This is an optimization exercise on Yosys and OpenROAD, whose aim is small area, a short achievable clock period and few clock cycles, not a production implementation. Only simulation tests tie the RTL to the original design; equivalence was not proved.

==> flow/design.v (excerpt) <==
module sonpe (
    input  wire         clk,
    input  wire         rst,           
    input  wire         start,
    input  wire [255:0] seed,          
    input  wire [63:0]  index,
    input  wire [63:0]  list_size,
    output wire         ready,
    output reg          done,
    output reg  [1:0]   err,           
    output wire [63:0]  result
);
clock: 10.0 ns
lec_check: 0
abc_area: 1
cap_margin: 20
core_margin: 2
core_utilization: 40
cts_cluster_diameter: 80
cts_cluster_size: 24
setup_slack_margin: 5
slew_margin: 20
synth_hierarchical: 1
standard.sh (not shown) runs the stock make flow with config.mk's settings and CLKGATE_MAP_FILE= SYNTH_SCRIPT=/design/flow/synth_recipe.tcl, a recipe that flattens the netlist after the stock synthesis.
==> flow/flow/run.sh <==
#!/bin/bash
set -euo pipefail
bash standard.sh 'BUFFER_PORTS_ARGS=-buffer_cell sky130_fd_sc_hd__buf_1' SETUP_SLACK_MARGIN=6.5 finish > standard.log 2>&1
Testbench counts at the start, summed over its fixed seeds: cycles 141,484.
Next try:
==> flow/flow/run.sh (replaced) <==
#!/bin/bash
set -euo pipefail
bash standard.sh 'BUFFER_PORTS_ARGS=-buffer_cell sky130_fd_sc_hd__buf_1' SETUP_SLACK_MARGIN=5.5 finish > standard.log 2>&1
ABC_AREA = not set   (was 1)
CORE_UTILIZATION = 62   (was 40)
PLACE_DENSITY = 0.72   (was not set)
After rerunning:
- routed wire length drops by about a fifth
- die area drops by well over a third
- non-clock buffer count drops by 346
- synthesized cell count drops by a quarter to a third
- first-iteration DRC count drops by a few percent
- fmax drops by roughly a tenth
- register-to-register slack is worse by 0.47 ns
- final area drops by about a fifth
Next try:
CORE_UTILIZATION = 55   (was 62)
PLACE_DENSITY = 0.65   (was 0.72)
Clock skew is lower by 0.018 ns. Final area is about the same. Register-to-register slack stays flat.
Next try:
CORE_UTILIZATION = 40   (was 55)
PLACE_DENSITY = not set   (was 0.65)
=> The new run passed the timing, design-rule and antenna checks; final area climbs by 1.9%; synthesized cell count stays the same; routed wire length went up by 3.3%.

== run A ==
sonpe again, from the RTL that the note above started with.
Settings: LEC_CHECK=0, ABC_AREA=1, CAP_MARGIN=20, CORE_MARGIN=2, CORE_UTILIZATION=40, CTS_CLUSTER_DIAMETER=80, CTS_CLUSTER_SIZE=24, SETUP_SLACK_MARGIN=5, SLEW_MARGIN=20, SYNTH_HIERARCHICAL=1; clock period 10.0 ns.
==> flow/flow/run.sh <==
#!/bin/bash
set -euo pipefail
bash standard.sh 'BUFFER_PORTS_ARGS=-buffer_cell sky130_fd_sc_hd__buf_1' SETUP_SLACK_MARGIN=6 finish > standard.log 2>&1
In summary, run A completed successfully, with a layout that passed the timing, design-rule and antenna checks.
Testbench counts of run A, summed over its fixed seeds: cycles 141,484.
[inputs] run B vs run A
==> flow/flow/run.sh <==
#!/bin/bash
set -euo pipefail
bash standard.sh 'BUFFER_PORTS_ARGS=-buffer_cell sky130_fd_sc_hd__buf_1' SETUP_SLACK_MARGIN=5.5 finish > standard.log 2>&1
==> results.txt <==
Run B | stages: all done | timing, DRC, antenna: all pass
Relative to run A, fraction of standard cell area in multi-input logic decreased by 0.30 points in run B.
Looking at start point of the critical path, the u_piv.ld$_DFF_P_ result is from run A; the u_src.e[30]$_DFF_P_ one comes from run B.
The lower number of iterations in the first detailed-routing pass of run B and run A is in run B.
Here is what was changed in the inputs of run C compared with run B.
- a deleted SYNTH_HIERARCHICAL that had been 1
Notes after the runs:
Between run B and run C, the difference in initial standard-cell utilization of the core is negligible.
Looking at termination of the worst setup path, the u_src.a[31]$_DFF_P_ result is from run B; the u_piv.a[29]$_DFF_P_ one comes from run C.
Delta (run C minus run B): area of all sequential standard cells was more or less identical; sequential share of layout area went up by 2.8 points; number of antenna diodes went down by 16.
Between run B and run C, the flow reports die area decreasing by more than 10%.
Run C vs. run B: fmax has decreased, hold slack picked up an extra 0.0090 ns.

==> static timing again, ports no longer ideal <==
The flow's constraints put no driver on any port. The routed layouts listed below were extracted and timed again, unchanged, in two steps. Step 1 assumes that a clkbuf_16 drives the clock port and a buf_2 every other input. Step 2 moves the port delays by t, midway between the first and last clock arrival at a register: inputs arrive t later, outputs are due t later. That takes back most of the time a late clock gives input paths. a / b / c = no drivers / after step 1 / after step 2; a / b = the first two.
| run | t (ns) | setup WS [ns] | worst hold slack (ns) |
|---|---|---|---|
| the first run of note 1 | 0.940 | 5.993 / 5.993 / 5.588 | 0.297 / 0.297 / 0.297 |
| the second run of note 1 | 0.885 | 5.528 / 5.528 / 5.528 | 0.306 / 0.306 / 0.306 |
| the third run of note 1 | 0.902 | 5.519 / 5.519 / 5.519 | 0.317 / 0.317 / 0.317 |
| the fourth run of note 1 | 0.924 | 5.541 / 5.541 / 5.541 | 0.298 / 0.298 / 0.298 |
| run A | 0.944 | 6.033 / 6.033 / 6.033 | 0.305 / 0.305 / 0.305 |
| run B | 0.943 | 5.687 / 5.687 / 5.687 | 0.306 / 0.306 / 0.306 |
| run C | 0.917 | 5.323 / 5.323 / 5.323 | 0.315 / 0.315 / 0.315 |
After both steps setup and hold are still met in every run listed. The setup slack of the first run of note 1, which loses most, moves by 0.000 ns with the drivers and by -0.405 ns with both steps.
